This is an optimization exercise on Yosys and OpenROAD, whose aim is small area, a short achievable clock period and few clock cycles, not a production implementation.
RTL that was checked went through simulation tests only; none was proved equivalent to the original.
No activity file was given, so power comes from the tool's default toggle rates.

main:
## anc_w334_to_gump
module anc_w334_to_gump (
    input  wire        clk,
    input  wire        rst,
    input  wire        in_valid,
    output wire        in_ready,
    input  wire [31:0] in_data,
    input  wire        in_two,
    input  wire        in_last,
    input  wire [12:0] in_loc,
    output wire        out_valid,
    input  wire        out_ready,
    output wire [31:0] out_data,
    output wire [1:0]  out_cnt
);
    localparam S  = 132;         
    localparam [7:0] SM1 = S - 1;
    localparam [7:0] SM2 = S - 2;
    reg  [15:0] ring [0:S-1];
    wire [15:0] rw = ring[S-1];      
    wire [15:0] rt = ring[S-2];      
    function [7:0] modinc(input [7:0] x);
        modinc = (x == SM1) ? 8'd0 : x + 8'd1;
    endfunction
    reg [12:0] q_loc0, q_loc1;
    reg [7:0]  qa1;
    reg [1:0]  q_cnt;
    reg [7:0]  hage;
    reg        hread;            
    reg        patch;            
    reg        h_tap;            
  ...
Size: about 2300 flip-flops, roughly 87 I/O pins, about 57000 um2 of cells after synthesis.
clock: 10.0 ns
lec_check: 0
abc_clock_period_in_ps: 3000
cap_margin: 20
core_margin: 2
core_utilization: 40
cts_cluster_diameter: 70
cts_cluster_size: 30
slew_margin: 20
standard.sh (not shown) runs the stock make flow with config.mk's settings and CLKGATE_MAP_FILE= SYNTH_SCRIPT=/design/flow/synth_recipe.tcl, a recipe that flattens the netlist after the stock synthesis.
==> flow/flow/run.sh <==
#!/bin/bash
set -euo pipefail
export SETUP_SLACK_MARGIN=6
export BUFFER_PORTS_ARGS="-buffer_cell sky130_fd_sc_hd__buf_4"
bash standard.sh > standard.log 2>&1
Testbench counts of main, summed over its fixed seeds: cycles 17,261.
### main -> the feature branch
- CTS_CLUSTER_DIAMETER: 70 -> 100
- CTS_CLUSTER_SIZE: 30 -> 26
## What came out
Looking at sequential share of cell area, the feature branch sits 0.72 points above main. [the feature branch] hold slack fell 0.015 ns relative to main. Going from main to the feature branch, number of standard cells in the final layout excluding fillers shrinks by about 0.45%. The net switching share of the total power in the feature branch was lower than what main gave. Final hold violation count: the feature branch vs main — no meaningful difference. The feature branch | stages: all done | timing, DRC, antenna: all pass. A endpoint of the most critical setup path of in_ready_r is what main shows, while can_proc belongs to the feature branch.

========
== run A ==
Another version of the RTL of anc_w334_to_gump (not shown whole).
Size: roughly 87 I/O pins, roughly 58000 sq um of cells after synthesis.
// anc_w334_to_gump
module anc_w334_to_gump (
    input  wire        clk,
    input  wire        rst,
    input  wire        in_valid,
    output wire        in_ready,
    input  wire [31:0] in_data,
    input  wire        in_two,
    input  wire        in_last,
    input  wire [12:0] in_loc,
    output wire        out_valid,
    input  wire        out_ready,
    output wire [31:0] out_data,
    output wire [1:0]  out_cnt
);
export LEC_CHECK = 0
export ABC_AREA = 1
export CAP_MARGIN = 20
export CORE_MARGIN = 2
export CORE_UTILIZATION = 60
export CTS_CLUSTER_DIAMETER = 100
export CTS_CLUSTER_SIZE = 26
export SLEW_MARGIN = 20
create_clock -name core_clock -period 10.0 [get_ports {clk}]
==> flow/flow/run.sh <==
#!/bin/bash
set -euo pipefail
export SETUP_SLACK_MARGIN=7.2
export BUFFER_PORTS_ARGS="-buffer_cell sky130_fd_sc_hd__buf_4"
bash standard.sh > standard.log 2>&1
Testbench counts of run A, summed over its fixed seeds: cycles 17,261.
Inputs modified between run A and run B:
--- a/flow/config.mk
+++ b/flow/config.mk
@@ -8 +8 @@
-export ABC_AREA = 1
+export ABC_CLOCK_PERIOD_IN_PS = 3000
@@ -12,2 +12,2 @@
-export CTS_CLUSTER_DIAMETER = 100
-export CTS_CLUSTER_SIZE = 26
+export CTS_CLUSTER_DIAMETER = 120
+export CTS_CLUSTER_SIZE = 28
--- outcome ---
Run A: no failed stages, no open violations at the end. Run B ended with every stage complete and zero timing, DRC or antenna violations. Relative to run A, area share of and/or/nand/nor cells after synthesis decreased by 0.30 points in run B. Looking only at critical path depth, and setting everything else aside, the lower value of run A and run B goes to run B. Higher final core utilization among run A and run B: run B. Synthesized cell count (run B over run A): decrease, 5.6%.
Input changes introduced in run C (baseline for comparison: run B):
--- a/flow/config.mk
+++ b/flow/config.mk
@@ -11,3 +11,4 @@
-export CORE_UTILIZATION = 60
-export CTS_CLUSTER_DIAMETER = 120
-export CTS_CLUSTER_SIZE = 28
+export CORE_UTILIZATION = 75
+export CTS_CLUSTER_DIAMETER = 100
+export CTS_CLUSTER_SIZE = 26
+export PLACE_DENSITY = 0.85
==> run summary <==
Clock network power consumption (run C vs. run B) increases by a little under 10%
Compared with run B, in run C logic depth of the worst setup path including buffers went up, final cycle utilization of the critical path grew by 0.85 points, global-route usage went up, worst setup slack after placement went up by 0.032 ns.
Run B -> run C: met1 wire length increased slightly
Run C vs. run B: global-route wire length before repair went up by about 23%.
Compared run B against run C; finished layout cell area within noise.
## Diff of input files: run D against run C
--- a/flow/config.mk
+++ b/flow/config.mk
@@ -11,4 +11,3 @@
-export CORE_UTILIZATION = 75
-export CTS_CLUSTER_DIAMETER = 100
-export CTS_CLUSTER_SIZE = 26
-export PLACE_DENSITY = 0.85
+export CORE_UTILIZATION = 60
+export CTS_CLUSTER_DIAMETER = 60
+export CTS_CLUSTER_SIZE = 12
Notes after the runs:
Changes observed in run D relative to run C: power dissipated in combinational cells now smaller, number of buffers inserted to repair setup after CTS -20, final-layout clock buffer total up 119, final wirelength went down, non-clock buffer count fell by 33. On final cell count, the higher figure sits with run D, not run C. The average detailed-routed wire length per instance of run D is lower than that of run C. Register-to-register slack (lower): run C. When run D is set beside run C, its area growth from synthesis to layout turns out to be 5.8 points larger. Of run D and run C, the run reporting the lower total design power was run C.
Here is what was changed in the inputs of run E compared with run D.
--- a/flow/flow/run.sh
+++ b/flow/flow/run.sh
@@ -4,0 +5 @@
+export CTS_ARGS="-sink_clustering_enable -repair_clock_nets -sink_clustering_size 16 -sink_clustering_max_diameter 80 -buf_list sky130_fd_sc_hd__clkbuf_8 -root_buf sky130_fd_sc_hd__clkbuf_16"
--- a/flow/config.mk
+++ b/flow/config.mk
@@ -12,2 +12,2 @@
-export CTS_CLUSTER_DIAMETER = 60
-export CTS_CLUSTER_SIZE = 12
+export CTS_CLUSTER_DIAMETER = 100
+export CTS_CLUSTER_SIZE = 26
Notes after the runs:
Of run E and run D, the run reporting the higher post-synthesis to final-layout area growth was run D.
Re number of flops mapped to enable cells by yosys: no difference whatsoever between run D and run E.
Taking run D as the reference, in run E total of clock buffers placed in the layout down 76, period utilization decreased 0.27 points, power went down, least setup slack across all paths after layout moved up.

========
v56:
anc_w334_to_gump, a different RTL version from the one above (not shown whole).
For scale: roughly 3800 cells after synthesis, ~2300 flip-flops, roughly 87 I/O pins, ~59000 µm² of cells after synthesis.
make LEC_CHECK=0 CAP_MARGIN=20 CORE_MARGIN=2 CORE_UTILIZATION=40 SLEW_MARGIN=20 finish   # period 10.0 ns
run.sh (not shown) runs the stock make flow with config.mk's settings and CLKGATE_MAP_FILE= SYNTH_SCRIPT=/design/flow/synth_recipe.tcl, a recipe that flattens the netlist after the stock synthesis.
Stock flow here: none of the scripts above is used.
## Diff of input files: v26 against v56
--- a/flow/config.mk
+++ b/flow/config.mk
@@ -10 +10 @@
-export CORE_UTILIZATION = 40
+export CORE_UTILIZATION = 65
Findings:
v56 was larger in final cell area than v26. Comparing v56 and v26, count of clock-net buffers in the final layout is higher on v26. Clock share of power for v26 is lower than for v56.
[inputs] v16 vs v26
--- a/flow/config.mk
+++ b/flow/config.mk
@@ -7,0 +8 @@
+export ABC_CLOCK_PERIOD_IN_PS = 3000
@@ -10 +11,2 @@
-export CORE_UTILIZATION = 65
+export CORE_UTILIZATION = 40
+export SETUP_SLACK_MARGIN = 5
- Summary of v16 over v26: via count dropped 530, finished layout cell area climbed 2.3%.
- The uppermost layer routed comes out met5 in one run and met4 in the other, namely in v16 and v26 respectively.
- Total chip power (higher): v16
- A worst setup path endpoint of q_loc0[1]$_DFFE_PN_ is what v26 shows, while p_r[0]$_SDFFE_PP1N_ belongs to v16.
Function was not checked in any run of this note: the RTL went through the layout flow alone.

========
anc_w334_to_gump with an RTL version that a note above also has.
For scale: about 3,800 cells after synthesis, ~87 I/O pins, roughly 58,000 um2 of cells after synthesis.
## anc_w334_to_gump
module anc_w334_to_gump (
    input  wire        clk,
    input  wire        rst,
    input  wire        in_valid,
    output wire        in_ready,
    input  wire [31:0] in_data,
    input  wire        in_two,
    input  wire        in_last,
    input  wire [12:0] in_loc,
    output wire        out_valid,
    input  wire        out_ready,
    output wire [31:0] out_data,
    output wire [1:0]  out_cnt
);
==> flow/config.mk <==
export PLATFORM = sky130hd
export DESIGN_NAME = anc_w334_to_gump
export DESIGN_NICKNAME = anc_w334_to_gump
export VERILOG_FILES = /design/flow/design.v
export SDC_FILE = /design/flow/constraint.sdc
export NUM_CORES = 4
export LEC_CHECK = 0
export ABC_CLOCK_PERIOD_IN_PS = 3000
export CAP_MARGIN = 20
export CORE_MARGIN = 2
export CORE_UTILIZATION = 60
export CTS_CLUSTER_DIAMETER = 100
export CTS_CLUSTER_SIZE = 26
export SLEW_MARGIN = 20
==> flow/constraint.sdc <==
create_clock -name core_clock -period 10.0 [get_ports {clk}]
set_input_delay 2.0000 -clock core_clock [delete_from_list [all_inputs] [get_ports {clk}]]
set_output_delay 2.0000 -clock core_clock [all_outputs]
set_load 0.01 [all_outputs]
standard.sh (not shown) runs the stock make flow with config.mk's settings and CLKGATE_MAP_FILE= SYNTH_SCRIPT=/design/flow/synth_recipe.tcl, a recipe that flattens the netlist after the stock synthesis.
==> flow/flow/run.sh <==
#!/bin/bash
set -euo pipefail
export SETUP_SLACK_MARGIN=7.0
export BUFFER_PORTS_ARGS="-buffer_cell sky130_fd_sc_hd__buf_4"
bash standard.sh > standard.log 2>&1
Testbench counts at the start, summed over its fixed seeds: cycles 17,261.
Change:
--- a/flow/flow/run.sh
+++ b/flow/flow/run.sh
@@ -3 +3 @@
-export SETUP_SLACK_MARGIN=7.0
+export SETUP_SLACK_MARGIN=7.2
The changed run produced a clean layout.
Power stays flat.
First-iteration DRC count came out lower by 8.6%.
Via count rises by 0.99%.
Change:
==> flow/run.sh (new file) <==
#!/bin/bash
# synth_recipe.tcl (not shown) runs the flow's synth.tcl, then flattens the netlist and writes it again
# the make line also repeats each setting of config.mk as NAME=value (left out here)
make -C /OpenROAD-flow-scripts/flow DESIGN_CONFIG=/design/flow/config.mk WORK_HOME=/design/flow/orfs CLKGATE_MAP_FILE= SYNTH_SCRIPT=/design/flow/synth_recipe.tcl finish
SETUP_SLACK_MARGIN = 5   (was default)
removed: flow/flow/run.sh
removed: flow/standard.sh
First-iteration DRC count is higher by a few percent.
Total power fell slightly.
Die area does not change.
Clock skew falls by 0.013 ns.
Cell area came out lower slightly.
Cell count fell slightly.
Worst hold slack hardly moves.
Count of clock-buffer cells in the layout rose by 1.
Via count came out lower slightly.
Worst setup slack degrades by 1.1 ns.
Maximum frequency drops by a quarter to a third.
Change:
==> flow/flow/run.sh (new file) <==
#!/bin/bash
set -euo pipefail
export SETUP_SLACK_MARGIN=7.2
export BUFFER_PORTS_ARGS="-buffer_cell sky130_fd_sc_hd__buf_4"
bash standard.sh > standard.log 2>&1
==> flow/standard.sh (new file) <==
#!/bin/bash
# synth_recipe.tcl (not shown) runs the flow's synth.tcl, then flattens the netlist and writes it again
# the make line also repeats each setting of config.mk as NAME=value (left out here)
make -C /OpenROAD-flow-scripts/flow DESIGN_CONFIG=/design/flow/config.mk WORK_HOME=/design/flow/orfs CLKGATE_MAP_FILE= SYNTH_SCRIPT=/design/flow/synth_recipe.tcl "${@:-finish}"
CTS_CLUSTER_SIZE = 20   (was 26)
SETUP_SLACK_MARGIN = default   (was 5)
removed: flow/run.sh
After rerunning:
- cell count increases by 1.7%
- global-route usage is higher by 0.72 points
- routed wire length rises by 4.3%
- design area goes up by 2.9%
- non-clock buffer count is higher by 43
- fmax rose by 31%
- register-to-register slack gets better by 1.2 ns
- setup slack gains 0.99 ns
- sequential power stays flat

==> afterwards: timing with drivers on the ports <==
The flow's constraints put no driver on any port. The routed layouts listed below were extracted and timed again, unchanged, in two steps.
Step 1 (the two cells are an assumption about what drives the block):
set clk [get_ports {clk}]
set_driving_cell -lib_cell sky130_fd_sc_hd__clkbuf_16 $clk
set_driving_cell -lib_cell sky130_fd_sc_hd__buf_2 [delete_from_list [all_inputs] $clk]
Step 2, shift: input delay + t, output delay - t, t = (earliest + latest rising clock arrival at the registers) / 2. This alone moves slack from input paths to output paths.
a / b / c = no drivers / after step 1 / after step 2; a / b = the first two.
| run | shift t [ns] | slack for setup (ns) | clock arrival spread, ns | worst slew at a driven data input, ns |
|---|---|---|---|---|
| main | 0.779 | 6.279 / 6.279 / 5.614 | 0.069 / 0.070 | 0.04 |
| the feature branch | 0.775 | 6.373 / 6.373 / 5.635 | 0.095 / 0.095 | 0.05 |
| run A | 0.764 | 6.825 / 6.774 / 6.612 | 0.038 / 0.038 | 0.04 |
| run B | 0.768 | 6.849 / 6.779 / 6.687 | 0.040 / 0.040 | 0.05 |
| run C | 0.774 | 6.764 / 6.740 / 6.627 | 0.041 / 0.041 | 0.05 |
| run D | 0.845 | 6.789 / 6.718 / 6.468 | 0.040 / 0.040 | 0.05 |
| run E | 0.796 | 6.817 / 6.746 / 6.536 | 0.041 / 0.041 | 0.05 |
| v56 | 0.858 | 4.657 / 4.706 / 3.848 | 0.032 / 0.032 | 0.11 |
| v26 | 0.829 | 4.498 / 4.536 / 3.708 | 0.054 / 0.053 | 0.04 |
| v16 | 0.868 | 5.275 / 5.322 / 4.454 | 0.038 / 0.038 | 0.10 |
| the first run of note 4 | 0.764 | 6.850 / 6.787 / 6.464 | 0.043 / 0.044 | 0.04 |
| the second run of note 4 | 0.764 | 6.865 / 6.793 / 6.554 | 0.034 / 0.033 | 0.05 |
| the third run of note 4 | 0.762 | 5.809 / 5.809 / 5.745 | 0.021 / 0.021 | 0.05 |
| the fourth run of note 4 | 0.818 | 6.804 / 6.733 / 6.514 | 0.032 / 0.032 | 0.05 |
After both steps setup and hold are still met in every run listed. The setup slack of v16, which loses most, moves by +0.047 ns with the drivers and by -0.821 ns with both steps.
